This design comes from an exercise in tuning for small area, a short achievable clock period and few clock cycles on the open sky130 flow, not from production work.
Where RTL was checked, it was by simulation tests only, not by an equivalence proof against the original.
For run 1, only the layout was checked, not whether the RTL still works.
Power figures rest on the tool's default switching activity, not on a simulated workload.

==> design.v <==
module lxe (
    input  wire        clk,
    input  wire        rst,         
    input  wire        bus_valid,
    input  wire        bus_write,
    input  wire [5:0]  bus_addr,
    input  wire [31:0] bus_wdata,
    output wire        bus_ready,
    output reg         bus_rvalid,
    output reg  [31:0] bus_rdata
);
    localparam [5:0] A_CMD    = 6'h00;
    localparam [5:0] A_STATUS = 6'h04;
    localparam [5:0] A_EINFO  = 6'h08;
    localparam [5:0] A_K0     = 6'h10;
    localparam [5:0] A_K1     = 6'h14;
    localparam [5:0] A_K2     = 6'h18;
    localparam [5:0] A_K3     = 6'h1C;
    localparam [5:0] A_V0     = 6'h20;
    localparam [5:0] A_V1     = 6'h24;
    localparam [5:0] A_OPA    = 6'h28;
    localparam [5:0] A_OPB    = 6'h2C;
    localparam [5:0] A_RES    = 6'h30;
    localparam [5:0] A_CRC    = 6'h34;
    localparam [31:0] DEC_START = 32'hE3779B90;    
    localparam [7:0] OP_CRC_INIT = 8'h01;
    localparam [7:0] OP_CRC_UPD  = 8'h02;
    localparam [7:0] OP_AND32    = 8'h10;
    localparam [7:0] OP_OR32     = 8'h11;
    localparam [7:0] OP_XOR32    = 8'h12;
    localparam [7:0] OP_SHL32    = 8'h13;
    localparam [7:0] OP_SHR32    = 8'h14;
    localparam [7:0] OP_SWAP     = 8'h18;
    localparam [7:0] OP_SWAPBP   = 8'h19;
    localparam [7:0] OP_XTEA_ENC = 8'h20;
    localparam [7:0] OP_XTEA_DEC = 8'h21;
    localparam [7:0] OP_KEY_CLR  = 8'h22;
    localparam [7:0] OP_CLRERR   = 8'h7F;
    localparam [3:0] E_ILLEGAL_CMD    = 4'd1;
    localparam [3:0] E_BAD_ADDR       = 4'd2;
    localparam [3:0] E_RO_WRITE       = 4'd3;
    localparam [3:0] E_KEY_NOT_LOADED = 4'd4;
    reg [31:0] k0, k1, k2, k3;
    reg [31:0] ra, rb;           
    reg        vsw;
    reg [31:0] opa, opb;
    reg [31:0] res;
    reg [15:0] crc;
    reg [3:0]  krdy;
    reg        err;
    reg [3:0]  ecode;
    reg [31:0] einfo;
    reg        rq_v;
    reg        rq_w;
    reg [5:0]  rq_a;
    reg [31:0] rq_d;
    reg        rdy;
    reg        busy;
    reg        dec;
    reg [4:0]  cnt;              
    reg [1:0]  kidx_r;           
    reg        rst_q;            
    reg [31:0] sk_r;             
    assign bus_ready = rdy;
    wire accept = bus_valid && rdy;
    wire exec   = rq_v && !busy;
    function [15:0] crc16_step;
        input [15:0] c;
        input [7:0]  b;
        integer i;
        reg [15:0] x;
        begin
            x = c ^ {8'h00, b};
            for (i = 0; i < 8; i = i + 1) begin
                if (x[0])
                    x = (x >> 1) ^ 16'hA001;
                else
                    x = x >> 1;
            end
            crc16_step = x;
        end
    endfunction
    function [7:0] rev8;
        input [7:0] x;
        integer i;
        begin
            for (i = 0; i < 8; i = i + 1)
                rev8[i] = x[7 - i];
        end
    endfunction
    function [31:0] add_ks;
        input [31:0] a;
        input [31:0] b;
        reg   [31:0] g, t;
        integer i, l;
        begin
            g = a & b;
            t = a | b;
            for (l = 1; l < 32; l = l * 2)
                for (i = 31; i >= l; i = i - 1) begin
                    g[i] = g[i] | (t[i] & g[i - l]);
                    t[i] = t[i] & t[i - l];
                end
            add_ks = a ^ b ^ {g[30:0], 1'b0};
        end
    endfunction
    function [31:0] rev32;
        input [31:0] x;
        integer i;
        begin
            for (i = 0; i < 32; i = i + 1)
                rev32[i] = x[31 - i];
        end
    endfunction
    wire [7:0]  opc = rq_d[7:0];
    wire [7:0]  arg = rq_d[15:8];
    wire [15:0] rsv = rq_d[31:16];
    wire misaligned = (rq_a[1:0] != 2'b00);
    wire reserved   = (rq_a == 6'h0C) || (rq_a == 6'h38) || (rq_a == 6'h3C);
    wire bad_addr   = misaligned || reserved;
    wire ro_write   = rq_w && ((rq_a == A_STATUS) || (rq_a == A_EINFO) ||
                               (rq_a == A_RES)    || (rq_a == A_CRC));
    wire is_cmd     = rq_w && (rq_a == A_CMD);
    reg legal;
    always @(*) begin
        if (rsv != 16'h0000)
            legal = 1'b0;
        else begin
            case (opc)
                OP_CRC_UPD, OP_SWAP: legal = 1'b1;
                OP_CRC_INIT, OP_AND32, OP_OR32, OP_XOR32, OP_SHL32, OP_SHR32,
                OP_SWAPBP, OP_XTEA_ENC, OP_XTEA_DEC, OP_KEY_CLR, OP_CLRERR:
                    legal = (arg == 8'h00);
                default: legal = 1'b0;
            endcase
        end
    end
    wire is_xtea     = (opc == OP_XTEA_ENC) || (opc == OP_XTEA_DEC);
    wire illegal_cmd = is_cmd && !legal;
    wire key_missing = is_cmd && legal && is_xtea && (krdy != 4'b1111);
    reg        raise;
    reg [3:0]  raise_code;
    reg [31:0] raise_info;
    always @(*) begin
        raise      = 1'b1;
        raise_code = 4'd0;
        raise_info = 32'h0;
        if (bad_addr) begin
            raise_code = E_BAD_ADDR;
            raise_info = {23'h0, rq_w, 2'b00, rq_a};
        end else if (ro_write) begin
            raise_code = E_RO_WRITE;
            raise_info = {23'h0, 1'b1, 2'b00, rq_a};
        end else if (illegal_cmd) begin
            raise_code = E_ILLEGAL_CMD;
            raise_info = rq_d;
        end else if (key_missing) begin
            raise_code = E_KEY_NOT_LOADED;
            raise_info = rq_d;
        end else begin
            raise = 1'b0;
        end
    end
    wire cmd_ok = exec && is_cmd && legal && !(is_xtea && (krdy != 4'b1111));
    wire [31:0] v0_q = vsw ? rb : ra;
    wire [31:0] v1_q = vsw ? ra : rb;
    reg [31:0] read_data;
    always @(*) begin
        case (rq_a)
            A_STATUS: read_data = {20'h0, krdy, ecode, 3'b000, err};
            A_EINFO:  read_data = einfo;
            A_K0:     read_data = k0;
            A_K1:     read_data = k1;
            A_K2:     read_data = k2;
            A_K3:     read_data = k3;
            A_V0:     read_data = v0_q;
            A_V1:     read_data = v1_q;
            A_OPA:    read_data = opa;
            A_OPB:    read_data = opb;
            A_RES:    read_data = res;
            A_CRC:    read_data = {16'h0, crc};
            default:  read_data = 32'h0;
        endcase
    end
    wire        is_swap   = opc[3];              
    wire        sh_right  = opc[2] | opc[3];     
    wire        sw16      = opc[0] || (arg == 8'd16);
    wire        sw24      = !opc[0] && (arg == 8'd24);
    wire        sw32      = !opc[0] && (arg == 8'd32);
    wire [4:0]  sh_amt    = is_swap ? {sw16, sw24, 3'b000} : opb[4:0];
    wire        sh_zero   = is_swap ? !(sw16 || sw24 || sw32) : (opb[31:5] != 27'h0);
    wire [31:0] sh_in     = is_swap ? {rev8(opa[31:24]), rev8(opa[23:16]),
                                       rev8(opa[15:8]),  rev8(opa[7:0])} :
                            opc[2]  ? rev32(opa) : opa;
    wire [31:0] sh1       = sh_amt[0] ? {sh_in[30:0], 1'b0}  : sh_in;
    wire [31:0] sh2       = sh_amt[1] ? {sh1[29:0], 2'b00}   : sh1;
    wire [31:0] sh3       = sh_amt[2] ? {sh2[27:0], 4'h0}    : sh2;
    wire [31:0] sh4       = sh_amt[3] ? {sh3[23:0], 8'h00}   : sh3;
    wire [31:0] sh_out    = sh_amt[4] ? {sh4[15:0], 16'h0000} : sh4;
    wire [31:0] sh_res    = sh_zero ? 32'h0 : (sh_right ? rev32(sh_out) : sh_out);
    reg [31:0] util_res;
    always @(*) begin
        case (opc[3:0])
            4'h0:    util_res = opa & opb;
            4'h1:    util_res = opa | opb;
            4'h2:    util_res = opa ^ opb;
            default: util_res = sh_res;
        endcase
    end
    wire is_util = (opc[7:4] == 4'h1);
    wire start     = cmd_ok && is_xtea;
    wire start_dec = opc[0];
    wire do_swap   = start && (vsw != start_dec);
    function [33:0] step_rom;
        input [5:0] dj;
        begin
            case (dj)
                6'd0 : step_rom = {2'd0, 32'h00000000};
                6'd1 : step_rom = {2'd3, 32'h9E3779B9};
                6'd2 : step_rom = {2'd1, 32'h9E3779B9};
                6'd3 : step_rom = {2'd2, 32'h3C6EF372};
                6'd4 : step_rom = {2'd2, 32'h3C6EF372};
                6'd5 : step_rom = {2'd1, 32'hDAA66D2B};
                6'd6 : step_rom = {2'd3, 32'hDAA66D2B};
                6'd7 : step_rom = {2'd0, 32'h78DDE6E4};
                6'd8 : step_rom = {2'd0, 32'h78DDE6E4};
                6'd9 : step_rom = {2'd0, 32'h1715609D};
                6'd10: step_rom = {2'd1, 32'h1715609D};
                6'd11: step_rom = {2'd3, 32'hB54CDA56};
                6'd12: step_rom = {2'd2, 32'hB54CDA56};
                6'd13: step_rom = {2'd2, 32'h5384540F};
                6'd14: step_rom = {2'd3, 32'h5384540F};
                6'd15: step_rom = {2'd1, 32'hF1BBCDC8};
                6'd16: step_rom = {2'd0, 32'hF1BBCDC8};
                6'd17: step_rom = {2'd0, 32'h8FF34781};
                6'd18: step_rom = {2'd1, 32'h8FF34781};
                6'd19: step_rom = {2'd0, 32'h2E2AC13A};
                6'd20: step_rom = {2'd2, 32'h2E2AC13A};
                6'd21: step_rom = {2'd3, 32'hCC623AF3};
                6'd22: step_rom = {2'd3, 32'hCC623AF3};
                6'd23: step_rom = {2'd2, 32'h6A99B4AC};
                6'd24: step_rom = {2'd0, 32'h6A99B4AC};
                6'd25: step_rom = {2'd1, 32'h08D12E65};
                6'd26: step_rom = {2'd1, 32'h08D12E65};
                6'd27: step_rom = {2'd1, 32'hA708A81E};
                6'd28: step_rom = {2'd2, 32'hA708A81E};
                6'd29: step_rom = {2'd0, 32'h454021D7};
                6'd30: step_rom = {2'd3, 32'h454021D7};
                6'd31: step_rom = {2'd3, 32'hE3779B90};
                6'd32: step_rom = {2'd3, 32'hE3779B90};
                6'd33: step_rom = {2'd3, 32'h454021D7};
                6'd34: step_rom = {2'd0, 32'h454021D7};
                6'd35: step_rom = {2'd2, 32'hA708A81E};
                6'd36: step_rom = {2'd1, 32'hA708A81E};
                6'd37: step_rom = {2'd1, 32'h08D12E65};
                6'd38: step_rom = {2'd1, 32'h08D12E65};
                6'd39: step_rom = {2'd0, 32'h6A99B4AC};
                6'd40: step_rom = {2'd2, 32'h6A99B4AC};
                6'd41: step_rom = {2'd3, 32'hCC623AF3};
                6'd42: step_rom = {2'd3, 32'hCC623AF3};
                6'd43: step_rom = {2'd2, 32'h2E2AC13A};
                6'd44: step_rom = {2'd0, 32'h2E2AC13A};
                6'd45: step_rom = {2'd1, 32'h8FF34781};
                6'd46: step_rom = {2'd0, 32'h8FF34781};
                6'd47: step_rom = {2'd0, 32'hF1BBCDC8};
                6'd48: step_rom = {2'd1, 32'hF1BBCDC8};
                6'd49: step_rom = {2'd3, 32'h5384540F};
                6'd50: step_rom = {2'd2, 32'h5384540F};
                6'd51: step_rom = {2'd2, 32'hB54CDA56};
                6'd52: step_rom = {2'd3, 32'hB54CDA56};
                6'd53: step_rom = {2'd1, 32'h1715609D};
                6'd54: step_rom = {2'd0, 32'h1715609D};
                6'd55: step_rom = {2'd0, 32'h78DDE6E4};
                6'd56: step_rom = {2'd0, 32'h78DDE6E4};
                6'd57: step_rom = {2'd3, 32'hDAA66D2B};
                6'd58: step_rom = {2'd1, 32'hDAA66D2B};
                6'd59: step_rom = {2'd2, 32'h3C6EF372};
                6'd60: step_rom = {2'd2, 32'h3C6EF372};
                6'd61: step_rom = {2'd1, 32'h9E3779B9};
                6'd62: step_rom = {2'd3, 32'h9E3779B9};
                6'd63: step_rom = {2'd0, 32'h00000000};
                default: step_rom = 34'h0;
            endcase
        end
    endfunction
    wire [33:0] rom_now   = step_rom({dec, cnt});
    wire [33:0] rom_after = step_rom({start ? start_dec : dec, cnt + 5'd1});
    reg [31:0] ksel;
    always @(*) begin
        case (kidx_r)
            2'd0: ksel = k0;
            2'd1: ksel = k1;
            2'd2: ksel = k2;
            default: ksel = k3;
        endcase
    end
    wire [31:0] k3_dec0 = k3 + DEC_START;
    wire [31:0] sk_next = start ? (opc[0] ? k3_dec0 : k0) : (rom_now[31:0] + ksel);
    wire [31:0] mx_t  = add_ks((rb << 4) ^ (rb >> 5), rb);
    wire [31:0] mx    = mx_t ^ (sk_r ^ {32{dec}});
    wire [31:0] nb    = ra + mx + {31'h0, dec};
    wire wr_ok = exec && rq_w && !raise;
    always @(posedge clk) begin
        if (accept) begin
            rq_w <= bus_write;
            rq_a <= bus_addr;
            rq_d <= bus_wdata;
        end
        bus_rdata <= read_data;
        rst_q     <= rst;
        if (busy || start) begin
            sk_r   <= sk_next;
            kidx_r <= rom_after[33:32];
        end
        if (start)
            dec <= start_dec;
        if (rst) begin
            busy <= 1'b0; cnt <= 5'h0;
            rq_v <= 1'b0;
            rdy <= 1'b1;
            bus_rvalid <= 1'b0;
        end else begin
            rq_v <= accept || (rq_v && busy);
            rdy  <= !((accept || (rq_v && busy)) &&
                      ((busy && cnt != 5'd0) || start));
            bus_rvalid <= (exec && !start) || (busy && cnt == 5'd0);
            if (busy) begin
                if (cnt == 5'd0)
                    busy <= 1'b0;        
                else
                    cnt  <= cnt + 5'd1;
            end
            if (start) begin
                busy <= 1'b1;
                cnt  <= 5'd1;
            end
        end
        if (busy) begin
            ra <= rb;
            rb <= nb;
        end else if (rst_q) begin
            ra <= 32'h0; rb <= 32'h0; vsw <= 1'b0;
        end else begin
            if (do_swap) begin
                ra  <= rb;
                rb  <= ra;
                vsw <= !vsw;
            end
            if (wr_ok && rq_a == A_V0) begin
                if (vsw) rb <= rq_d; else ra <= rq_d;
            end
            if (wr_ok && rq_a == A_V1) begin
                if (vsw) ra <= rq_d; else rb <= rq_d;
            end
        end
        if (rst_q) begin
            k0 <= 32'h0; k1 <= 32'h0; k2 <= 32'h0; k3 <= 32'h0;
            opa <= 32'h0; opb <= 32'h0;
            res <= 32'h0;
            crc <= 16'h0;
            krdy <= 4'h0;
            err <= 1'b0; ecode <= 4'h0; einfo <= 32'h0;
        end else begin
            if (exec && raise && !err) begin
                err   <= 1'b1;
                ecode <= raise_code;
                einfo <= raise_info;
            end
            if (wr_ok) begin
                case (rq_a)
                    A_K0: begin k0 <= rq_d; krdy[0] <= 1'b1; end
                    A_K1: begin k1 <= rq_d; krdy[1] <= 1'b1; end
                    A_K2: begin k2 <= rq_d; krdy[2] <= 1'b1; end
                    A_K3: begin k3 <= rq_d; krdy[3] <= 1'b1; end
                    A_OPA: opa <= rq_d;
                    A_OPB: opb <= rq_d;
                    default: ;
                endcase
            end
            if (cmd_ok) begin
                case (opc)
                    OP_CRC_INIT: crc <= 16'h0000;
                    OP_CRC_UPD:  crc <= crc16_step(crc, arg);
                    OP_KEY_CLR: begin
                        k0 <= 32'h0; k1 <= 32'h0; k2 <= 32'h0; k3 <= 32'h0;
                        krdy <= 4'h0;
                    end
                    OP_CLRERR: begin
                        err <= 1'b0; ecode <= 4'h0; einfo <= 32'h0;
                    end
                    default: ;
                endcase
                if (is_util)
                    res <= util_res;
            end
        end
    end
endmodule
==> flow/run.sh <==
#!/bin/bash
# Standard synthesis and layout, with two changes: the port buffers are
# buf_4 cells, and repair_timing aims at a setup margin of 7.5 ns, so that it
# also works on paths that already meet the 12 ns clock.
set -euo pipefail
bash standard.sh synth > synth.log 2>&1
bash standard.sh SETUP_SLACK_MARGIN=7.5 "BUFFER_PORTS_ARGS=-buffer_cell sky130_fd_sc_hd__buf_4" finish > layout.log 2>&1
==> standard.sh <==
#!/bin/bash
# synth_recipe.tcl (not shown) runs the flow's synth.tcl, then flattens the netlist and writes it again
# the make line also repeats each setting of config.mk as NAME=value (left out here)
make -C /OpenROAD-flow-scripts/flow DESIGN_CONFIG=/design/flow/config.mk WORK_HOME=/design/flow/orfs CLKGATE_MAP_FILE= SYNTH_SCRIPT=/design/flow/synth_recipe.tcl "${@:-finish}"
==> config.mk <==
export PLATFORM = sky130hd
export DESIGN_NAME = lxe
export DESIGN_NICKNAME = lxe
export VERILOG_FILES = /design/flow/design.v
export SDC_FILE = /design/flow/constraint.sdc
export NUM_CORES = 4
export LEC_CHECK = 0
export CAP_MARGIN = 20
export CORE_MARGIN = 2
export CORE_UTILIZATION = 40
export PLACE_DENSITY = 0.6
export SLEW_MARGIN = 20
==> constraint.sdc <==
create_clock -name core_clock -period 12.0 [get_ports {clk}]
set_input_delay 2.4000 -clock core_clock [delete_from_list [all_inputs] [get_ports {clk}]]
set_output_delay 2.4000 -clock core_clock [all_outputs]
set_load 0.01 [all_outputs]
==> results of run 1 <==
-- power groups by stage --
stage | combinational (W) | clock [W] | sequential (W)
3_5_place_dp | 0.000173 | 0 | 0.00167
6_report | 0.000195 | 0.00172 | 0.00162
5_1_grt | 0.000202 | 0.00180 | 0.00162
3_3_place_gp | 0.000174 | 0 | 0.00167
4_1_cts | 0.000176 | 0.00174 | 0.00163
2_1_floorplan | 0.000122 | 0 | 0.00163
-- per-layer routing --
metal  GRT usage [%]  vias up  routed length (um)
met5               0        -                  54
met4           18.36        8                8989
met3           6.677      351               14860
met2           48.18     1807               61690
met1           42.37    16110               57170
li1                -    15040                   -
-- worst register-to-register path: stages, from the launching register on --
cell,delay [ns]
dfxtp_4,0.40
xnor2_4,0.19
inv_1,0.10
ha_4,0.16
inv_1,0.08
a31oi_4,0.21
a2bb2oi_4,0.19
a31oi_4,0.12
o311a_4,0.41
a21oi_4,0.14
a21oi_1,0.09
nor2_1,0.10
nor2_1,0.06
xnor2_1,0.13
ha_1,0.31
a21o_1,0.21
nor3_1,0.12
o21ai_1,0.09
a31o_2,0.25
a31o_1,0.22
a211o_1,0.36
nand3_2,0.11
a31oi_2,0.11
xnor2_1,0.15
xnor2_1,0.13
a22o_1,0.18
-- synth_stat cells (79+ instances only) --
| master | count | area share (%) |
|---|---|---|
| dfxtp_1 | 388 | 23 |
| nor2_1 | 291 | 3.3 |
| a21oi_1 | 482 | 7.2 |
| inv_1 | 153 | 1.7 |
| nor3_1 | 79 | 1.2 |
| mux2i_1 | 179 | 5.4 |
| o21ai_0 | 203 | 3.1 |
| nand2_1 | 667 | 7.5 |
| ha_1 | 196 | 7.4 |
| nand3_1 | 92 | 1.4 |
| clkbuf_1 | 215 | 2.4 |
| xnor2_1 | 153 | 4.0 |
-- area by class of cell --
cell class / count / area, um2 / area share [%]
Clock buffer: 68 / 1526 / 4.017
Inverter: 160 / 625.6 / 1.646
Sequential cell: 462 / 10050 / 26.45
Tap cell: 1070 / 1339 / 3.523
Antenna cell: 7 / 17.52 / 0.04610
Clock inverter: 34 / 309.0 / 0.8133
Timing Repair Buffer: 247 / 1997 / 5.255
Multi-Input combinational cell: 3232 / 22130 / 58.24
-- through the flow --
step                      hold slack, ns  instance area [um2]  utilization (%)  instances
after floorplan                   0.4094                33300                -       4191
after global placement            0.4208                34270            41.68       5066
after detailed placement          0.4226                34280            41.68       5066
after CTS                         0.4332                36770            44.71       5211
after global routing              0.4571                37980            46.18       5273
final                             0.4424                38000            46.20       5280
-- worst paths after layout --
check                               from  endpoint  slack (ns)
worst max-delay path              rb[10]    rb[31]        7.27
worst min-delay path            ecode[3]  ecode[3]        0.44
worst max register to register    rb[10]    rb[31]        7.27
worst min register to register  ecode[3]  ecode[3]        0.44
-- logic make-up after synthesis --
family / after synthesis / share of synthesized area (%)
compound gates: 1232 / 23.45
xor+xnor: 219 / 5.763
fa+ha+maj: 200 / 7.609
buf+inv: 499 / 6.406
flops: 462 / 30.01
mux: 245 / 8.902
simple gates: 1334 / 17.86
-- timing repair --
item                                    CTS  global route
endpoints found under the setup margin  188           169
gates cloned                              1             2
setup buffers                            42            60
resized for setup                        90           158
pin swaps                                49            91
endpoints found under the hold margin     0             0
==> key figures, run 1 <==
Layout
  • Most common cell after layout, fill and taps aside: nand2_1
  • Filler cells: 8073
  • Layout cell share with drive strength beyond 1: 15.23%
  • Area added between synthesis and finish: 14.16%
  • Fin nets: 4399
  • Most frequent cells in the layout: 656 x nand2_1, 461 x a21oi_1, 362 x dfxtp_1

STA
  • RSZ-0062 raised after global routing: yes
  • Highest clock rate: 211.2 MHz
  • Actual slew at the worst max-slew pin: 1.172 ns
  • Final worst slack: 7.266 ns
  • Final hold vios: 0
  • Setup TNS: 0 ns
  • Post-layout min period: 4.734 ns
  • Final setup viols: 0
  • Final period util: 39.45%
  • Worst rel slew slack: 21.87%
  • Clk_skew: 0.05676 ns
  • Slew Limit Fails: 0

Worst setup path
  • Cell family with most CP delay: compound AO/OA/AOI/OAI gates
  • CP most frequent cell: xnor2_1
  • Worst-path maximum fanout: 10
  • Worst path max stage delay: 0.40 ns
  • Critical path buffers and inverters: 2
  • Crit path depth: 25
  • Worst r2r path cells: 25
  • CP Launch Type: flip-flop
  • Crit path DAT: 5.25 ns
  • Slowest CP cell: dfxtp_4
  • CP Capture Type: flip-flop
  • Critical path type: flip-flop to flip-flop
  • Req. time, crit path: 12.51 ns

Clocking
  • CTS Buf Count: 54
  • Skew-Pair Late Insertion Delay: 0.66 ns
  • CTS max path bufs: 3
  • Worst-path clk slew: 0.06 ns
  • TritonCTS clock tree: done
  • CTS Root Cell: clkbuf_16
  • H-tree depth: 2
  • Clock Sinks: 462
  • CTS Hold Bufs: 0

Synthesis
  • Post-synth EDFFs: 74
  • Syn Std Cell Area: 33280 um2
  • Syn Inst Count: 4191
  • Synth Register Bits: 462
  • Yosys cell types: 96
  • Yosys warns: 1
  • Primary FF master, synth: dfxtp_1
  • FFs w/ async S/R, synth: 0%
  • Sequential area share after synthesis: 30.01%
  • Syn Nets: 4433
  • Mean Syn Cell Area: 7.942 um2

Place
  • DP HPWL: 99.20 mm
  • Worst Setup Slack post-DPL: 6.281 ns
  • RePlAce Congestion: 0.9936
  • Port bufs: 75

Pwr
  • Clock Power Share: 48.6%
  • Sw Share: 26.58%
  • Peak VDD IR: 0.1192 mV
  • Leakage: 14.04 nW
  • Switch Pwr: 0.0009404 W
  • Comb power frac: 5.5%
  • Power density cells: 93.11 nW/um2
  • Total Power: 0.003538 W
  • Seq pwr share: 45.9%
  • P_int: 0.002598 W

GRT
  • Pin count of the biggest net entering global routing: 78
  • Global route overflow: 0
  • Total GRT Usage: 31.98%
  • First-pass GRT wire length: 206.8 mm
  • Vias in the first global route: 30440
  • Antenna violations before repair: 11

Drt
  • Final ANT Viol Nets: 0
  • Wire per inst: 27.04 um
  • Vias: 33320
  • Wirelength, routed: 142.8 mm
  • 1st-pass router iterations: 10
  • Iter 0 DRT Violations: 4836
  • Via/cell ratio: 6.310
  • Residual DRC: 0

Floorplanning
  • Die ar.: 85530 um2
  • Core area: 82240 um2
  • Initial Utilization: 40.47%
  • IO Pins: 76
  • Die Ht: 292.5 um
  • Die width: 292.5 um
  • Rows: 105

Min path
  • WHS Path Cells: 2
  • Worst hold path type: flip-flop to flip-flop

Run
  • Max-cap violations: 0

Run status
  • Outcome: no timing/DRC/antenna violations
==> run 2: changes to the inputs <==
--- a/design.v
+++ b/design.v
@@ -89,20 +89,4 @@
         end
     endfunction
-    function [31:0] add_ks;
-        input [31:0] a;
-        input [31:0] b;
-        reg   [31:0] g, t;
-        integer i, l;
-        begin
-            g = a & b;
-            t = a | b;
-            for (l = 1; l < 32; l = l * 2)
-                for (i = 31; i >= l; i = i - 1) begin
-                    g[i] = g[i] | (t[i] & g[i - l]);
-                    t[i] = t[i] & t[i - l];
-                end
-            add_ks = a ^ b ^ {g[30:0], 1'b0};
-        end
-    endfunction
     function [31:0] rev32;
         input [31:0] x;
@@ -168,10 +152,10 @@
     always @(*) begin
         case (rq_a)
-            A_STATUS: read_data = {20'h0, krdy, ecode, 3'b000, err};
-            A_EINFO:  read_data = einfo;
-            A_K0:     read_data = k0;
-            A_K1:     read_data = k1;
-            A_K2:     read_data = k2;
-            A_K3:     read_data = k3;
+            A_STATUS: read_data = {20'h0, krdy, err ? ecode : 4'h0, 3'b000, err};
+            A_EINFO:  read_data = err ? einfo : 32'h0;
+            A_K0:     read_data = krdy[0] ? k0 : 32'h0;
+            A_K1:     read_data = krdy[1] ? k1 : 32'h0;
+            A_K2:     read_data = krdy[2] ? k2 : 32'h0;
+            A_K3:     read_data = krdy[3] ? k3 : 32'h0;
             A_V0:     read_data = v0_q;
             A_V1:     read_data = v1_q;
@@ -297,5 +281,5 @@
     wire [31:0] k3_dec0 = k3 + DEC_START;
     wire [31:0] sk_next = start ? (opc[0] ? k3_dec0 : k0) : (rom_now[31:0] + ksel);
-    wire [31:0] mx_t  = add_ks((rb << 4) ^ (rb >> 5), rb);
+    wire [31:0] mx_t  = ((rb << 4) ^ (rb >> 5)) + rb;
     wire [31:0] mx    = mx_t ^ (sk_r ^ {32{dec}});
     wire [31:0] nb    = ra + mx + {31'h0, dec};
@@ -354,23 +338,32 @@
             end
         end
+        if (wr_ok) begin
+            case (rq_a)
+                A_K0: k0 <= rq_d;
+                A_K1: k1 <= rq_d;
+                A_K2: k2 <= rq_d;
+                A_K3: k3 <= rq_d;
+                default: ;
+            endcase
+        end
+        if (exec && raise && !err) begin
+            ecode <= raise_code;
+            einfo <= raise_info;
+        end
         if (rst_q) begin
-            k0 <= 32'h0; k1 <= 32'h0; k2 <= 32'h0; k3 <= 32'h0;
             opa <= 32'h0; opb <= 32'h0;
             res <= 32'h0;
             crc <= 16'h0;
             krdy <= 4'h0;
-            err <= 1'b0; ecode <= 4'h0; einfo <= 32'h0;
+            err <= 1'b0;
         end else begin
-            if (exec && raise && !err) begin
-                err   <= 1'b1;
-                ecode <= raise_code;
-                einfo <= raise_info;
-            end
+            if (exec && raise && !err)
+                err <= 1'b1;
             if (wr_ok) begin
                 case (rq_a)
-                    A_K0: begin k0 <= rq_d; krdy[0] <= 1'b1; end
-                    A_K1: begin k1 <= rq_d; krdy[1] <= 1'b1; end
-                    A_K2: begin k2 <= rq_d; krdy[2] <= 1'b1; end
-                    A_K3: begin k3 <= rq_d; krdy[3] <= 1'b1; end
+                    A_K0: krdy[0] <= 1'b1;
+                    A_K1: krdy[1] <= 1'b1;
+                    A_K2: krdy[2] <= 1'b1;
+                    A_K3: krdy[3] <= 1'b1;
                     A_OPA: opa <= rq_d;
                     A_OPB: opb <= rq_d;
@@ -382,11 +375,6 @@
                     OP_CRC_INIT: crc <= 16'h0000;
                     OP_CRC_UPD:  crc <= crc16_step(crc, arg);
-                    OP_KEY_CLR: begin
-                        k0 <= 32'h0; k1 <= 32'h0; k2 <= 32'h0; k3 <= 32'h0;
-                        krdy <= 4'h0;
-                    end
-                    OP_CLRERR: begin
-                        err <= 1'b0; ecode <= 4'h0; einfo <= 32'h0;
-                    end
+                    OP_KEY_CLR:  krdy <= 4'h0;
+                    OP_CLRERR:   err  <= 1'b0;
                     default: ;
                 endcase
--- a/config.mk
+++ b/config.mk
@@ -9,4 +9,7 @@
 export CORE_MARGIN = 2
 export CORE_UTILIZATION = 40
+export CTS_BUF_LIST = sky130_fd_sc_hd__clkbuf_8
+export CTS_CLUSTER_DIAMETER = 60
+export CTS_CLUSTER_SIZE = 20
 export PLACE_DENSITY = 0.6
 export SLEW_MARGIN = 20
==> key figures, run 2 <==
Run status
  • Outcome: no timing/DRC/antenna violations

Layout
  • Fin nets: 3749
  • Layout cell share with drive strength beyond 1: 15.05%
  • Finished layout cell area: 35870 um2
  • Area added between synthesis and finish: 11.87%
  • Most frequent cells in the layout: 417 x nand2_1, 274 x a21oi_1, 237 x edfxtp_1
  • Fin util: 45.33%
  • Most common cell after layout, fill and taps aside: nand2_1

Worst setup path
  • CP Launch Type: flip-flop
  • Crit-path cells: buf_4 > xor2_1 > ha_1 > nand4_1 > nor2_1 > a32o_2 > nor2_1 > o21ai_0 > xnor2_1 > ha_1 > nand4_1 > o41a_1 > a211o_1 > a31oi_4 > and4_1 > nor3_2 > xnor2_1 > o22ai_1
  • CP Capture Type: flip-flop
  • Critical path buffers and inverters: 1
  • Cell family with most CP delay: compound AO/OA/AOI/OAI gates
  • Worst-path maximum fanout: 7
  • Critical path type: flip-flop to flip-flop
  • Slowest CP cell: o41a_1
  • Crit path depth: 18
  • Req. time, crit path: 12.55 ns
  • Worst r2r path cells: 18
  • Crit path DAT: 5.20 ns
  • Worst path max stage delay: 0.51 ns

Min path
  • Worst hold path type: flip-flop to flip-flop
  • WHS Path Cells: 2

GRT
  • Pin count of the biggest net entering global routing: 67
  • Antenna violations before repair: 7
  • Vias in the first global route: 26460
  • First-pass GRT wire length: 176.8 mm
  • Total GRT Usage: 28.41%
  • Global route overflow: 0

STA
  • Highest clock rate: 214.9 MHz
  • Worst rel slew slack: 28.04%
  • Clk_skew: 0.07120 ns
  • Post-layout min period: 4.654 ns
  • Final setup viols: 0
  • Final hold vios: 0
  • RSZ-0062 raised after global routing: yes
  • Actual slew at the worst max-slew pin: 1.068 ns
  • Setup TNS: 0 ns
  • Final period util: 38.79%
  • Slew Limit Fails: 0

Synthesis
  • Yosys cell types: 84
  • Syn Inst Count: 3538
  • FFs w/ async S/R, synth: 0%
  • Yosys warns: 1
  • Most common cell in the netlist: nand2_1
  • Post-synth EDFFs: 237
  • Post-synth top area cell: edfxtp_1
  • Area share of the largest cell type after synthesis: 22.19%
  • Mean Syn Cell Area: 9.063 um2
  • Synth Register Bits: 461
  • Sequential area share after synthesis: 36.18%
  • Synth area leaders: edfxtp_1 22%, dfxtp_1 14%, ha_1 6.9%
  • Syn Std Cell Area: 32070 um2
  • Primary FF master, synth: edfxtp_1
  • Syn Nets: 3761
  • Most frequent cells after synthesis: 423 x nand2_1, 284 x a21oi_1, 237 x edfxtp_1

Pwr
  • Leakage: 12.85 nW
  • Total Power: 0.003160 W
  • Power density cells: 88.08 nW/um2
  • Peak VDD IR: 0.09261 mV

Drt
  • Wire per inst: 26.35 um
  • Residual DRC: 0
  • Vias: 29070
  • 1st-pass router iterations: 7
  • Iter 0 DRT Violations: 3517
  • Via/cell ratio: 6.293
  • Wirelength, routed: 121.7 mm
  • Final ANT Viol Nets: 0

Clocking
  • CTS Root Cell: clkbuf_8
  • Skew-Pair Late Insertion Delay: 0.76 ns
  • CTS Buf Count: 49
  • TritonCTS clock tree: done
  • CTS max path bufs: 3
  • CTS Hold Bufs: 0
  • Clock Sinks: 461
  • Worst-path clk slew: 0.11 ns
  • H-tree depth: 2

Place
  • Placed instance area: 33520 um2
  • Port bufs: 75
  • DP HPWL: 85.27 mm
  • RePlAce Congestion: 1.031

Floorplanning
  • Rows: 103
  • Die Ht: 287.1 um
  • IO Pins: 76
  • Die ar.: 82450 um2
  • Initial Utilization: 40.52%
  • Die width: 287.1 um
  • Core area: 79130 um2

Run
  • Max-cap violations: 0
[run 2: cell types whose count changed after synthesis, sizes merged, moves of 58 or more]
cell    change
buf        -58
a21oi     -201
edfxtp    +163
nand2     -244
nor2       -97
dfxtp     -164
[run 2: final cells by class]
type | instances | area, um2
diodes | 3 | 7.507
clock buffers | 50 | 688.2
clock inverters | 42 | 548.0
fillers | 7753 | 43260
inverters | 115 | 445.4
multi-input cells | 2695 | 19580
flip-flops and latches | 461 | 11670
well taps | 1050 | 1314
repair buffers | 203 | 1613
repair inverters | 1 | 5.005
[run 2: power by group]
part | leakage (nW) | total, W | switching (W) | internal (W)
clock network | 0.646 | 0.00130 | 0.000753 | 0.000544
registers | 3.98 | 0.00170 | 0.0000343 | 0.00167
logic | 8.22 | 0.000162 | 0.000108 | 0.0000536
[run 2: worst reg2reg max path, cell delays in order, from the launching register on]
cell     delay [ns]
dfxtp_4        0.37
buf_4          0.17
xor2_1         0.16
ha_1           0.40
nand4_1        0.28
nor2_1         0.17
a32o_2         0.23
nor2_1         0.06
o21ai_0        0.30
xnor2_1        0.17
ha_1           0.40
nand4_1        0.15
o41a_1         0.51
a211o_1        0.39
a31oi_4        0.21
and4_1         0.23
nor3_2         0.05
xnor2_1        0.18
o22ai_1        0.08
[run 2: final timing paths]
kind	startpoint	to	slack, ns
worst min register to register	res[11]	res[11]	0.48
worst max-delay path	rb[9]	rb[31]	7.35
worst min-delay path	res[11]	res[11]	0.48
worst max register to register	rb[9]	rb[31]	7.35
[run 2: logic make-up after synthesis]
logic type | Yosys count | share of synthesized area, %
muxes | 253 | 10.04
DFF | 461 | 36.18
adders and majority gates | 181 | 7.156
buffers and inverters | 383 | 4.698
xor gates and xnor gates | 221 | 6.036
AOI/OAI and AO/OA | 1023 | 21.21
and+or+nand+nor | 1016 | 14.69
[run 2: per-layer routing]
layer,share of wire (%),track usage (%),up-vias
met4,4.5,10.99,8
met3,9.9,5.159,269
met2,43,42.73,1495
met1,42,40.36,14110
li1,-,-,13190
met5,0.043,0,-
[run 2: repair_timing]
action                     CTS  global route
pin swaps                   32            40
setup endpoints to repair  329           289
setup buffers               24            34
cloned                       0             2
gates resized for setup    116            55
[run 2: per-stage QoR]
step	setup WS [ns]	hold WS, ns	cells
detailed placement	6.347	0.4579	4464
finish	7.346	0.4804	4620
global route	7.165	0.4961	4618
floorplan	7.544	0.4313	3538
CTS	7.383	0.4722	4580
global placement	6.438	0.4487	4464
Testbench counts of run 2, summed over its fixed seeds: cycles 51,068.
==> run 3: changes to the inputs <==
--- a/config.mk
+++ b/config.mk
@@ -9,7 +9,7 @@
 export CORE_MARGIN = 2
 export CORE_UTILIZATION = 40
-export CTS_BUF_LIST = sky130_fd_sc_hd__clkbuf_8
-export CTS_CLUSTER_DIAMETER = 60
-export CTS_CLUSTER_SIZE = 20
+export CTS_BUF_LIST = sky130_fd_sc_hd__clkbuf_16
+export CTS_CLUSTER_DIAMETER = 80
+export CTS_CLUSTER_SIZE = 25
 export PLACE_DENSITY = 0.6
 export SLEW_MARGIN = 20
==> key figures, run 3 <==
Run status
  • Outcome: no timing/DRC/antenna violations

STA
  • Post-layout min period: 4.655 ns
  • Slew Limit Fails: 0
  • Setup TNS: 0 ns
  • Actual slew at the worst max-slew pin: 1.274 ns
  • Highest clock rate: 214.8 MHz
  • Hold WS: 0.4782 ns
  • RSZ-0062 raised after global routing: yes
  • Clk_skew: 0.05922 ns
  • Final setup viols: 0
  • Final hold vios: 0
  • Final period util: 38.79%
  • Worst rel slew slack: 14.73%

Layout
  • Filler cells: 7719
  • Fin util: 45.61%
  • Area added between synthesis and finish: 12.56%
  • Most common cell after layout, fill and taps aside: nand2_1
  • Most frequent cells in the layout: 418 x nand2_1, 272 x a21oi_1, 237 x edfxtp_1
  • Register area: 11670 um2
  • Multi-input gate area: 19590 um2
  • Layout cell share with drive strength beyond 1: 14.74%
  • Fin nets: 3743

Synthesis
  • Yosys warns: 1
  • Most common cell in the netlist: nand2_1
  • FFs w/ async S/R, synth: 0%
  • Post-synthesis adder-cell area fraction: 7.156%
  • Compound-Gate Fraction of Synth Area: 21.21%
  • Largest family of logic cells by synthesized area: compound AO/OA/AOI/OAI gates
  • Post-Synth Simple-Gate Area: 14.69%
  • Synth Area in XOR/XNOR: 6.036%
  • Yosys cell types: 84
  • Syn Std Cell Area: 32070 um2
  • Most frequent cells after synthesis: 423 x nand2_1, 284 x a21oi_1, 237 x edfxtp_1
  • Primary FF master, synth: edfxtp_1
  • Syn Inst Count: 3538
  • Area share of the largest cell type after synthesis: 22.19%
  • Synth Register Bits: 461
  • Post-synth top area cell: edfxtp_1
  • Syn Nets: 3761
  • Post-synthesis mux area share: 10.04%
  • Sequential area share after synthesis: 36.18%
  • Post-synth EDFFs: 237
  • Mean Syn Cell Area: 9.063 um2
  • Synth area leaders: edfxtp_1 22%, dfxtp_1 14%, ha_1 6.9%

Drt
  • Wire per inst: 26.51 um
  • Iter 0 DRT Violations: 3750
  • 1st-pass router iterations: 6
  • Residual DRC: 0
  • Final ANT Viol Nets: 0
  • Via/cell ratio: 6.342
  • Vias: 29180
  • Wirelength, routed: 122.0 mm

Min path
  • Worst hold path type: flip-flop to flip-flop

Worst setup path
  • Critical path buffers and inverters: 0
  • CP Capture Type: flip-flop
  • Slowest CP cell: o41a_1
  • Worst path max stage delay: 0.51 ns
  • Cell family with most CP delay: compound AO/OA/AOI/OAI gates
  • Critical path type: flip-flop to flip-flop
  • Worst-path maximum fanout: 4
  • Crit path DAT: 5.12 ns
  • Req. time, crit path: 12.47 ns
  • CP Launch Type: flip-flop
  • Crit-path cells: xor2_2 > ha_1 > a21oi_2 > o21ai_2 > o21a_2 > a32o_2 > or3_1 > a21oi_2 > xnor2_1 > ha_1 > nand4_1 > o41a_1 > a211o_1 > a31oi_4 > and4_1 > nor3_2 > xnor2_1 > o22ai_1

Floorplanning
  • Core area: 79130 um2
  • Die width: 287.1 um
  • Rows: 103
  • Die ar.: 82450 um2
  • Initial Utilization: 40.52%
  • Die Ht: 287.1 um
  • IO Pins: 76

Clocking
  • H-tree depth: 2
  • CTS max path bufs: 3
  • Clock Sinks: 461
  • CTS Root Cell: clkbuf_16
  • CTS Buf Count: 37
  • TritonCTS clock tree: done
  • Skew-Pair Late Insertion Delay: 0.64 ns
  • Worst-path clk slew: 0.11 ns

Place
  • DP HPWL: 85.27 mm
  • Port bufs: 75
  • RePlAce Congestion: 1.031

GRT
  • First-pass GRT wire length: 176.8 mm
  • Global route overflow: 0
  • Pin count of the biggest net entering global routing: 67
  • Total GRT Usage: 28.41%
  • Vias in the first global route: 26330
  • Antenna violations before repair: 6

Pwr
  • Power density cells: 91.78 nW/um2
  • Peak VDD IR: 0.08783 mV
  • Leakage: 12.90 nW

Run
  • Max-cap violations: 0
[run 3: cell counts after synthesis]
No cell type changed its count.
[run 3: cells by family (layout without fill, tap and decap cells)]
logic type | Yosys count | count (layout)
fa+ha+maj | 181 | 181
compound gates | 1023 | 1023
mux | 253 | 253
other cells | 0 | 2
simple gates | 1016 | 1017
buf+inv | 383 | 393
xor+xnor | 221 | 221
flops | 461 | 461
[run 3: final cells by class]
type,instances,area share (%)
Inverter,115,1.245
Multi-Input combinational cell,2695,54.27
Clock buffer,38,2.635
Timing Repair Buffer,209,4.576
Tap cell,1050,3.640
Timing Repair inverter,1,0.01387
Sequential cell,461,32.34
Clock inverter,30,1.258
Antenna cell,2,0.01387
[run 3: report_power, final]
| part | leakage [nW] | switching (W) | internal (W) |
|---|---|---|---|
| sequential | 3.98 | 0.0000326 | 0.00167 |
| clock | 0.687 | 0.000759 | 0.000688 |
| combinational | 8.23 | 0.000110 | 0.0000560 |
| total | 12.9 | 0.000903 | 0.00241 |
[run 3: repair_timing]
item | in CTS | in global routing
hold buffers | 0 | 0
endpoints found under the setup margin | 324 | 272
buffers inserted | 28 | 37
pin swaps | 30 | 38
gates resized for setup | 112 | 56
cloned | 0 | 2
[run 3: path summary, 6_finish.rpt]
check | startpoint | to | slack (ns) | cells past startpoint
min reg2reg | res[11] | res[11] | 0.48 | 2
max | rb[9] | rb[31] | 7.34 | 18
min | res[11] | res[11] | 0.48 | 2
max reg2reg | rb[9] | rb[31] | 7.34 | 18
[run 3: routing by layer]
| layer | routed length [um] | GRT usage [%] |
|---|---|---|
| met1 | 51390 | 40.66 |
| met2 | 52710 | 42.83 |
| met3 | 12370 | 4.532 |
| met4 | 5448 | 11.00 |
| met5 | 41 | 0 |
[run 3: metrics by stage]
stage / setup WS (ns) / std cells / area (um2) / power, W
5_1_grt: 7.218 / 4599 / 36090 / 0.003403
3_5_place_dp: 6.347 / 4464 / 33520 / 0.001895
6_report: 7.345 / 4601 / 36090 / 0.003313
3_3_place_gp: 6.438 / 4464 / 33520 / 0.001894
2_1_floorplan: 7.544 / 3538 / 32070 / 0.001817
4_1_cts: 7.437 / 4560 / 35520 / 0.003330
[run 3: tightest hold or removal path, delay by kind of cell, from the launching register on]
family,cells,cell delay (ns)
AOI/OAI and AO/OA,1,0.05
and+or+nand+nor,1,0.06
DFF,1,0.34
==> run 4: changes to the inputs <==
--- a/config.mk
+++ b/config.mk
@@ -9,7 +9,5 @@
 export CORE_MARGIN = 2
 export CORE_UTILIZATION = 40
-export CTS_BUF_LIST = sky130_fd_sc_hd__clkbuf_16
-export CTS_CLUSTER_DIAMETER = 80
-export CTS_CLUSTER_SIZE = 25
 export PLACE_DENSITY = 0.6
 export SLEW_MARGIN = 20
+export TNS_END_PERCENT = 5
==> key figures, run 4 <==
Worst setup path
  • CP Launch Type: flip-flop
  • Slowest CP cell: o41a_1
  • Worst path max stage delay: 0.53 ns
  • Critical Path Source: rb[6]
  • Req. time, crit path: 12.49 ns
  • Critical path type: flip-flop to flip-flop
  • Crit path DAT: 5.10 ns
  • CP most frequent cell: xnor2_1
  • CP Capture Type: flip-flop
  • Worst-path maximum fanout: 7
  • Reg-to-reg slack, setup: 7.39 ns
  • Crit-path cells: ha_1 > a211oi_1 > o21ai_2 > o21a_2 > a32o_2 > or3_1 > a21oi_2 > xnor2_1 > ha_2 > nand4_1 > o41a_1 > a211o_1 > a31oi_4 > and4_1 > nor3_2 > xnor2_1 > o22ai_1
  • Worst r2r src: rb[6]

Synthesis
  • Area share of the largest cell type after synthesis: 22.19%
  • FFs w/ async S/R, synth: 0%
  • Sequential area share after synthesis: 36.18%
  • Yosys cell types: 84
  • Primary FF master, synth: edfxtp_1
  • Syn Std Cell Area: 32070 um2
  • Mean Syn Cell Area: 9.063 um2
  • Synth Register Bits: 461
  • Post-synth EDFFs: 237
  • Synth area leaders: edfxtp_1 22%, dfxtp_1 14%, ha_1 6.9%
  • Post-synth top area cell: edfxtp_1
  • Syn Nets: 3761
  • Most frequent cells after synthesis: 423 x nand2_1, 284 x a21oi_1, 237 x edfxtp_1
  • Syn Inst Count: 3538
  • Most common cell in the netlist: nand2_1
  • Yosys warns: 1

Drt
  • Final ANT Viol Nets: 0
  • 1st-pass router iterations: 10
  • Residual DRC: 0
  • Vias: 29070
  • Wirelength, routed: 121.4 mm
  • Via/cell ratio: 6.291
  • Iter 0 DRT Violations: 3848
  • Wire per inst: 26.27 um

Layout
  • Fin util: 45.85%
  • Fin nets: 3747
  • Area added between synthesis and finish: 13.13%
  • Filler cells: 7699
  • Most common cell after layout, fill and taps aside: nand2_1
  • Most frequent cells in the layout: 417 x nand2_1, 274 x a21oi_1, 237 x edfxtp_1
  • Register area: 11670 um2
  • Multi-input gate area: 19530 um2
  • Layout cell share with drive strength beyond 1: 14.57%

STA
  • Worst rel slew slack: 17.86%
  • Clk_skew: 0.04843 ns
  • RSZ-0062 raised after global routing: yes
  • Slew Limit Fails: 0
  • Setup TNS: 0 ns
  • Actual slew at the worst max-slew pin: 1.228 ns
  • Final setup viols: 0
  • Hold WS: 0.4721 ns
  • Post-layout min period: 4.612 ns
  • Final period util: 38.43%
  • Highest clock rate: 216.8 MHz
  • Final hold vios: 0
  • Final worst slack: 7.388 ns

Run status
  • Outcome: no timing/DRC/antenna violations

Pwr
  • Power density cells: 97.16 nW/um2
  • Peak VDD IR: 0.1111 mV
  • Leakage: 12.96 nW

Place
  • Worst Setup Slack post-DPL: 6.347 ns
  • RePlAce Congestion: 1.031
  • DP HPWL: 85.27 mm
  • Port bufs: 75

Floorplanning
  • Die width: 287.1 um
  • Core area: 79130 um2
  • Rows: 103
  • Initial Utilization: 40.52%
  • Die Ht: 287.1 um
  • Die ar.: 82450 um2
  • IO Pins: 76

Min path
  • Min-delay src: res[11]
  • Worst hold path type: flip-flop to flip-flop

GRT
  • Antenna violations before repair: 4
  • First-pass GRT wire length: 176.8 mm
  • Total GRT Usage: 28.40%
  • Vias in the first global route: 26340
  • Pin count of the biggest net entering global routing: 67
  • Global route overflow: 0

Clocking
  • CTS max path bufs: 3
  • CTS Buf Count: 54
  • Worst-path clk slew: 0.06 ns
  • Clock Sinks: 461
  • TritonCTS clock tree: done
  • CTS Root Cell: clkbuf_16
  • Skew-Pair Late Insertion Delay: 0.64 ns
  • H-tree depth: 2

Run
  • Max-cap violations: 0
-- run 4: cell counts after synthesis --
No cell type changed its count.
-- run 4: kinds of logic after synthesis --
| logic type | count (synthesis) | share of synthesized area [%] |
|---|---|---|
| muxes | 253 | 10.04 |
| buffers and inverters | 383 | 4.698 |
| xor gates and xnor gates | 221 | 6.036 |
| adders and majority gates | 181 | 7.156 |
| DFF | 461 | 36.18 |
| AOI/OAI and AO/OA | 1023 | 21.21 |
| and+or+nand+nor | 1016 | 14.69 |
-- run 4: what timing repair did --
action | in CTS | in global routing
resized for setup | 107 | 50
pin swaps | 32 | 37
cloned | 0 | 1
hold buffers | 0 | 0
setup buffers | 19 | 34
setup endpoints to repair | 313 | 292
-- run 4: path summary, 6_finish.rpt --
check,to,depth (start not counted)
hold / removal,res[11],2
setup / recovery,rb[31],17
hold reg to reg,res[11],2
setup reg to reg,rb[31],17
-- run 4: cell type report --
class	count	share of cell area, %
Multi-Input combinational cell	2694	53.82
Sequential cell	461	32.18
Timing Repair Buffer	197	4.301
Clock buffer	71	4.042
Tap cell	1050	3.621
Inverter	115	1.217
Clock inverter	31	0.7933
Timing Repair inverter	1	0.01380
Antenna cell	1	0.006898
-- run 4: stage by stage --
stage | total power [W] | instance area, um2 | instances
CTS | 0.003538 | 35790 | 4585
global route | 0.003622 | 36270 | 4620
floorplan | 0.001817 | 32070 | 3538
finish | 0.003525 | 36280 | 4621
global placement | 0.001894 | 33520 | 4464
detailed placement | 0.001895 | 33520 | 4464
-- run 4: where the power goes --
| part | internal, W | total (W) | switching (W) |
|---|---|---|---|
| Clock | 0.000932 | 0.00166 | 0.000728 |
| Sequential | 0.00167 | 0.00170 | 0.0000330 |
| Combinational | 0.0000543 | 0.000163 | 0.000109 |
-- run 4: worst max-delay path: cells and delay by family, from the launching register on --
kind / cells / cell delay, ns
compound gates: 9 / 2.42
simple gates: 4 / 0.78
fa+ha+maj: 2 / 0.63
flops: 1 / 0.38
xor+xnor: 2 / 0.28
-- run 4: layer usage --
metal | routed length, um | GRT usage (%) | up-vias
met4 | 5177 | 11.07 | 4
li1 | - | - | 13190
met5 | 27 | 0 | -
met3 | 12080 | 4.532 | 248
met1 | 51540 | 40.71 | 14090
met2 | 52560 | 42.72 | 1541
==> run 5: changes to the inputs <==
--- a/config.mk
+++ b/config.mk
@@ -11,3 +11,2 @@
 export PLACE_DENSITY = 0.6
 export SLEW_MARGIN = 20
-export TNS_END_PERCENT = 5
==> key figures, run 5 <==
Run status
  • Outcome: no timing/DRC/antenna violations

Worst setup path
  • Worst-path maximum fanout: 7
  • Req. time, crit path: 12.49 ns
  • Worst path max stage delay: 0.53 ns
  • Crit path DAT: 5.08 ns
  • Critical path type: flip-flop to flip-flop
  • CP Launch Type: flip-flop
  • Slowest CP cell: o41a_1
  • Worst r2r src: rb[9]
  • Critical Path Source: rb[9]
  • CP Capture Type: flip-flop
  • Crit-path cells: buf_4 > xor2_1 > ha_1 > nand4_1 > nor2_1 > a32o_2 > or3_1 > a21oi_2 > xnor2_1 > ha_2 > nand4_1 > o41a_1 > a211o_1 > a31oi_4 > and4_1 > nor3_2 > xnor2_1 > o22ai_1

Floorplanning
  • Die Ht: 287.1 um
  • IO Pins: 76
  • Core area: 79130 um2
  • Rows: 103
  • Initial Utilization: 40.52%
  • Die width: 287.1 um
  • Die ar.: 82450 um2

Drt
  • Final ANT Viol Nets: 0
  • Residual DRC: 0
  • 1st-pass router iterations: 8
  • Via/cell ratio: 6.293
  • Vias: 29090
  • Iter 0 DRT Violations: 3824
  • Wire per inst: 26.34 um
  • Wirelength, routed: 121.7 mm

Place
  • Worst Setup Slack post-DPL: 6.347 ns
  • Placed instance area: 33520 um2
  • Port bufs: 75
  • RePlAce Congestion: 1.031
  • DP HPWL: 85.27 mm

Synthesis
  • Synth Register Bits: 461
  • Mean Syn Cell Area: 9.063 um2
  • Most frequent cells after synthesis: 423 x nand2_1, 284 x a21oi_1, 237 x edfxtp_1
  • Yosys cell types: 84
  • Post-synth top area cell: edfxtp_1
  • Yosys warns: 1
  • FFs w/ async S/R, synth: 0%
  • Primary FF master, synth: edfxtp_1
  • Syn Nets: 3761
  • Syn Std Cell Area: 32070 um2
  • Most common cell in the netlist: nand2_1
  • Sequential area share after synthesis: 36.18%
  • Synth area leaders: edfxtp_1 22%, dfxtp_1 14%, ha_1 6.9%
  • Post-synth EDFFs: 237
  • Syn Inst Count: 3538
  • Area share of the largest cell type after synthesis: 22.19%

STA
  • Actual slew at the worst max-slew pin: 1.213 ns
  • Final hold vios: 0
  • Highest clock rate: 217.6 MHz
  • Clk_skew: 0.05122 ns
  • Final worst slack: 7.405 ns
  • Worst rel slew slack: 18.82%
  • Slew Limit Fails: 0
  • Hold WS: 0.4743 ns
  • RSZ-0062 raised after global routing: yes
  • Post-layout min period: 4.595 ns
  • Setup TNS: 0 ns
  • Final setup viols: 0
  • Final period util: 38.29%

Clocking
  • H-tree depth: 2
  • TritonCTS clock tree: done
  • Skew-Pair Late Insertion Delay: 0.65 ns
  • Clock Sinks: 461
  • CTS max path bufs: 3
  • CTS Hold Bufs: 0
  • CTS Buf Count: 54
  • CTS Root Cell: clkbuf_16
  • Worst-path clk slew: 0.06 ns

Layout
  • Layout cell share with drive strength beyond 1: 14.59%
  • Filler cells: 7702
  • Area added between synthesis and finish: 13.21%
  • Finished layout cell area: 36300 um2
  • Most common cell after layout, fill and taps aside: nand2_1
  • Most frequent cells in the layout: 417 x nand2_1, 274 x a21oi_1, 237 x edfxtp_1
  • Fin nets: 3747

Pwr
  • Switch Pwr: 0.0008732 W
  • Total Power: 0.003528 W
  • Leakage: 12.96 nW
  • Peak VDD IR: 0.1112 mV
  • Clock Power Share: 47.1%
  • Comb power frac: 4.6%
  • Power density cells: 97.19 nW/um2
  • Seq pwr share: 48.2%
  • Sw Share: 24.75%
  • P_int: 0.002655 W

GRT
  • Global route overflow: 0
  • Antenna violations before repair: 4
  • First-pass GRT wire length: 176.9 mm
  • Vias in the first global route: 26380
  • Pin count of the biggest net entering global routing: 67
  • Total GRT Usage: 28.41%

Run
  • Max-cap violations: 0

Min path
  • Worst hold path type: flip-flop to flip-flop
  • Min-delay src: res[11]
## run 5: cell types whose count changed in the layout (fill, tap and decap cells not counted)
| cell | delta |
|---|---|
| buf_4 | -2 |
| buf_6 | +1 |
| buf_8 | +1 |
| diode_2 | +1 |
| nor3_1 | -1 |
| nor3_4 | +1 |
## run 5: layout make-up
cell class              count  area (um2)  share of cell area [%]
well taps                1050        1314                   3.619
diodes                      2       5.005                 0.01379
clock buffers              71        1466                   4.039
clock inverters            31       287.8                  0.7927
repair inverters            1       5.005                 0.01379
multi-input cells        2694       19540                   53.82
flip-flops and latches    461       11670                   32.16
inverters                 115       441.7                   1.217
repair buffers            197        1572                   4.329
## run 5: worst paths after layout
| check | slack [ns] | depth (start not counted) | to |
|---|---|---|---|
| worst max-delay path | 7.40 | 18 | rb[31] |
| worst min-delay path | 0.47 | 2 | res[11] |
| worst max register to register | 7.40 | 18 | rb[31] |
| worst min register to register | 0.47 | 2 | res[11] |
## run 5: cells by family (layout without fill, tap and decap cells)
kind of cell | count (synthesis) | count (layout) | synth area share, %
xor gates and xnor gates | 221 | 221 | 6.036
DFF | 461 | 461 | 36.18
AOI/OAI and AO/OA | 1023 | 1023 | 21.21
buffers and inverters | 383 | 415 | 4.698
other | 0 | 2 | 0
and+or+nand+nor | 1016 | 1016 | 14.69
adders and majority gates | 181 | 181 | 7.156
muxes | 253 | 253 | 10.04
## run 5: timing repair
action	in CTS	in global routing
buffers inserted	19	34
endpoints found under the setup margin	313	287
gates resized for setup	109	53
pin swaps	32	37
cloned	0	1
## run 5: power by group through the flow
stage	Clock (W)	Sequential [W]	Combinational (W)
6_report	0.00166	0.00170	0.000164
5_1_grt	0.00175	0.00170	0.000172
4_1_cts	0.00168	0.00170	0.000158
3_5_place_dp	0	0.00174	0.000155
3_3_place_gp	0	0.00174	0.000155
2_1_floorplan	0	0.00172	0.0000971
## run 5: per-layer routing
metal | GRT usage, % | vias to the layer above | wire length (um)
met5 | 0 | - | 27
met4 | 11.13 | 4 | 5098
met3 | 4.611 | 242 | 11680
met2 | 42.64 | 1487 | 52580
met1 | 40.73 | 14170 | 52350
li1 | - | 13190 | -
## run 5: critical path, delay by kind of cell, from the launching register on
family	cells	cell delay [ns]
buffers and inverters	1	0.18
adder cells (fa/ha/maj)	2	0.68
XOR/XNOR	3	0.48
AO/OA/AOI/OAI	6	1.65
AND/OR/NAND/NOR	6	1.12
flip-flops	1	0.37
## run 5: metrics by stage
| step | cells | utilization, % |
|---|---|---|
| after floorplan | 3538 | - |
| after global placement | 4464 | 42.37 |
| after detailed placement | 4464 | 42.37 |
| after CTS | 4585 | 45.23 |
| after global routing | 4620 | 45.87 |
| final | 4622 | 45.88 |
==> run 6: changes to the inputs <==
==> flow/run.sh (replaced) <==
#!/bin/bash
# Standard synthesis and layout, with two changes: the port buffers are
# buf_4 cells, and repair_timing aims at a setup margin of 8 ns, so that it
# also works on paths that already meet the 12 ns clock.
set -euo pipefail
bash standard.sh synth > synth.log 2>&1
bash standard.sh SETUP_SLACK_MARGIN=8 "BUFFER_PORTS_ARGS=-buffer_cell sky130_fd_sc_hd__buf_4" finish > layout.log 2>&1
--- a/config.mk
+++ b/config.mk
@@ -11,2 +11,3 @@
 export PLACE_DENSITY = 0.6
 export SLEW_MARGIN = 20
+export TNS_END_PERCENT = 5
==> key figures, run 6 <==
Synthesis
  • Syn Std Cell Area: 32070 um2
  • Post-synthesis mux area share: 10.04%
  • Primary FF master, synth: edfxtp_1
  • Post-synth EDFFs: 237
  • Synth area leaders: edfxtp_1 22%, dfxtp_1 14%, ha_1 6.9%
  • Post-synthesis adder-cell area fraction: 7.156%
  • Syn Nets: 3761
  • Yosys warns: 1
  • Post-Synth Simple-Gate Area: 14.69%
  • Mean Syn Cell Area: 9.063 um2
  • FFs w/ async S/R, synth: 0%
  • Syn Inst Count: 3538
  • Most frequent cells after synthesis: 423 x nand2_1, 284 x a21oi_1, 237 x edfxtp_1
  • Most common cell in the netlist: nand2_1
  • Sequential area share after synthesis: 36.18%
  • Post-synth top area cell: edfxtp_1
  • Synth Register Bits: 461
  • Area share of the largest cell type after synthesis: 22.19%
  • Synth Area in XOR/XNOR: 6.036%
  • Compound-Gate Fraction of Synth Area: 21.21%
  • Largest family of logic cells by synthesized area: compound AO/OA/AOI/OAI gates
  • Yosys cell types: 84

STA
  • Setup TNS: 0 ns
  • Slew Limit Fails: 0
  • Final hold vios: 0
  • Actual slew at the worst max-slew pin: 1.099 ns
  • RSZ-0062 raised after global routing: yes
  • Worst rel slew slack: 25.56%
  • Clk_skew: 0.05390 ns
  • Final setup viols: 0
  • Final period util: 38.12%
  • Highest clock rate: 218.6 MHz
  • Post-layout min period: 4.575 ns
  • Hold WS: 0.4761 ns
  • Final worst slack: 7.425 ns

Worst setup path
  • CP Launch Type: flip-flop
  • Worst r2r path cells: 18
  • Critical path type: flip-flop to flip-flop
  • Worst r2r src: rb[6]
  • Crit path to: rb[31]
  • Req. time, crit path: 12.49 ns
  • Critical Path Source: rb[6]
  • FF-to-FF End: rb[31]
  • Reg-to-reg slack, setup: 7.43 ns
  • Worst-path maximum fanout: 7
  • CP Capture Type: flip-flop
  • Crit path DAT: 5.07 ns

Pwr
  • Peak VDD IR: 0.1112 mV
  • Clock Power Share: 47.0%
  • Comb power frac: 4.8%
  • Seq pwr share: 48.2%
  • Power density cells: 96.40 nW/um2
  • Sw Share: 24.69%
  • P_int: 0.002656 W
  • Switch Pwr: 0.0008708 W
  • Leakage: 13.09 nW

Run status
  • Outcome: no timing/DRC/antenna violations

Drt
  • Final ANT Viol Nets: 0
  • Wire per inst: 26.35 um
  • 1st-pass router iterations: 8
  • Wirelength, routed: 122.3 mm
  • Vias: 29420
  • Residual DRC: 0
  • Iter 0 DRT Violations: 4107
  • Via/cell ratio: 6.336

Place
  • Worst Setup Slack post-DPL: 6.347 ns
  • DP HPWL: 85.27 mm
  • Post-Place Cells: 4464
  • RePlAce Congestion: 1.031
  • Placed instance area: 33520 um2
  • Port bufs: 75

Floorplanning
  • Die Ht: 287.1 um
  • Core area: 79130 um2
  • IO Pins: 76
  • Initial Utilization: 40.52%
  • Rows: 103
  • Die width: 287.1 um
  • Die ar.: 82450 um2

Layout
  • Finished layout cell area: 36590 um2
  • Fin nets: 3769
  • Most common cell after layout, fill and taps aside: nand2_1
  • Post-route insts no fill: 4643
  • Layout cell share with drive strength beyond 1: 15.65%
  • Most frequent cells in the layout: 415 x nand2_1, 269 x a21oi_1, 237 x edfxtp_1
  • Area added between synthesis and finish: 14.10%

GRT
  • Vias in the first global route: 26670
  • Global route overflow: 0
  • Antenna violations before repair: 2
  • Total GRT Usage: 28.71%
  • Pin count of the biggest net entering global routing: 67
  • First-pass GRT wire length: 178.7 mm

Min path
  • Worst hold path type: flip-flop to flip-flop
  • Min-delay src: crc[13]

Run
  • Max-cap violations: 0

Clocking
  • CTS Root Cell: clkbuf_16
  • CTS Hold Bufs: 0
  • H-tree depth: 2
  • TritonCTS clock tree: done
  • CTS Buf Count: 54
  • Clock Sinks: 461
  • CTS max path bufs: 3
  • Skew-Pair Late Insertion Delay: 0.65 ns
  • Worst-path clk slew: 0.06 ns
run 6: cell counts after synthesis:
Identical to the previous run, type by type.
run 6: worst max-delay path, stage by stage (launching register included):
cell and delay [ns]:
dfxtp_4 0.38, ha_1 0.29, a211oi_1 0.36, o21ai_2 0.14
o21a_2 0.26, a32o_2 0.28, or3_1 0.37, a21oi_2 0.16
xnor2_1 0.15, ha_1 0.29, and4_1 0.24, a221oi_2 0.26
o41a_1 0.30, a211o_1 0.25, a31oi_4 0.13, nor4_2 0.25
nor3_2 0.08, xnor2_1 0.18, o22ai_1 0.08
run 6: final cells by class:
type,count,area [um2]
Timing Repair inverter,1,5.005
Tap cell,1050,1314
Inverter,115,447.9
Clock buffer,71,1466
Fill cell,7651,42540
Sequential cell,461,11670
Multi-Input combinational cell,2694,19630
Timing Repair Buffer,219,1758
Antenna cell,1,2.502
Clock inverter,31,287.8
run 6: per-stage QoR:
| step | power, W | util (%) |
|---|---|---|
| 4_1_cts | 0.003541 | 45.82 |
| 6_report | 0.003527 | 46.24 |
| 5_1_grt | 0.003625 | 46.24 |
| 3_5_place_dp | 0.001895 | 42.37 |
| 3_3_place_gp | 0.001894 | 42.37 |
| 2_1_floorplan | 0.001817 | - |
run 6: kinds of logic (layout without fill, tap and decap cells):
family | after synthesis | after routing
buffers and inverters | 383 | 437
AOI/OAI and AO/OA | 1023 | 1023
DFF | 461 | 461
muxes | 253 | 253
other | 0 | 1
xor gates and xnor gates | 221 | 221
adders and majority gates | 181 | 181
and+or+nand+nor | 1016 | 1016
run 6: repair_timing:
item | 4_1_cts | 5_1_grt
setup buffers | 53 | 22
pin swaps | 46 | 37
resized for setup | 153 | 42
gates cloned | 1 | 0
endpoints found under the setup margin | 400 | 373
run 6: worst min path at each step:
stage          cells past startpoint       to  slack (ns)
2_1_floorplan                      2  res[12]        0.43
3_3_place_gp                       2  res[11]        0.45
3_5_place_dp                       2  res[11]        0.46
4_1_cts                            2  res[11]        0.47
5_1_grt                            2  res[12]        0.49
6_report                           2  crc[13]        0.48
run 6: power groups by stage:
stage               Sequential, W  Clock, W  Combinational [W]
floorplan                 0.00172         0          0.0000971
global placement          0.00174         0           0.000155
detailed placement        0.00174         0           0.000155
CTS                       0.00170   0.00168           0.000164
global route              0.00170   0.00175           0.000177
finish                    0.00170   0.00166           0.000169
run 6: metal layers:
metal	track usage [%]	vias up	wire, um
met5	0	-	13
met4	11.34	2	5281
met3	4.413	251	12310
met2	43.42	1618	53140
met1	41.00	14300	51600
li1	-	13250	-

what the ideal ports hide:
The flow's constraints put no driver on any port. The routed layouts listed below were extracted and timed again, unchanged, in two steps. Step 1: set_driving_cell puts a clkbuf_16 on clk and a buf_2 on each other input, an assumption about the parent block. Step 2 also shifts input and output timing later by t, the mid clock arrival at the registers, as if the neighbouring blocks saw the same clock. Slacks: ideal / step 1 / step 2; pairs: ideal / step 1.
| run | shift t [ns] | setup slack, ns | worst setup path after step 2 |
|---|---|---|---|
| run 1 | 0.707 | 7.266 / 7.266 / 7.266 | register to register |
| run 2 | 0.785 | 7.346 / 7.346 / 7.346 | register to register |
| run 3 | 0.670 | 7.345 / 7.345 / 7.345 | register to register |
| run 4 | 0.684 | 7.388 / 7.388 / 7.388 | register to register |
| run 5 | 0.685 | 7.405 / 7.405 / 7.405 | register to register |
| run 6 | 0.684 | 7.425 / 7.425 / 7.425 | register to register |
After both steps every run listed still meets setup and hold.
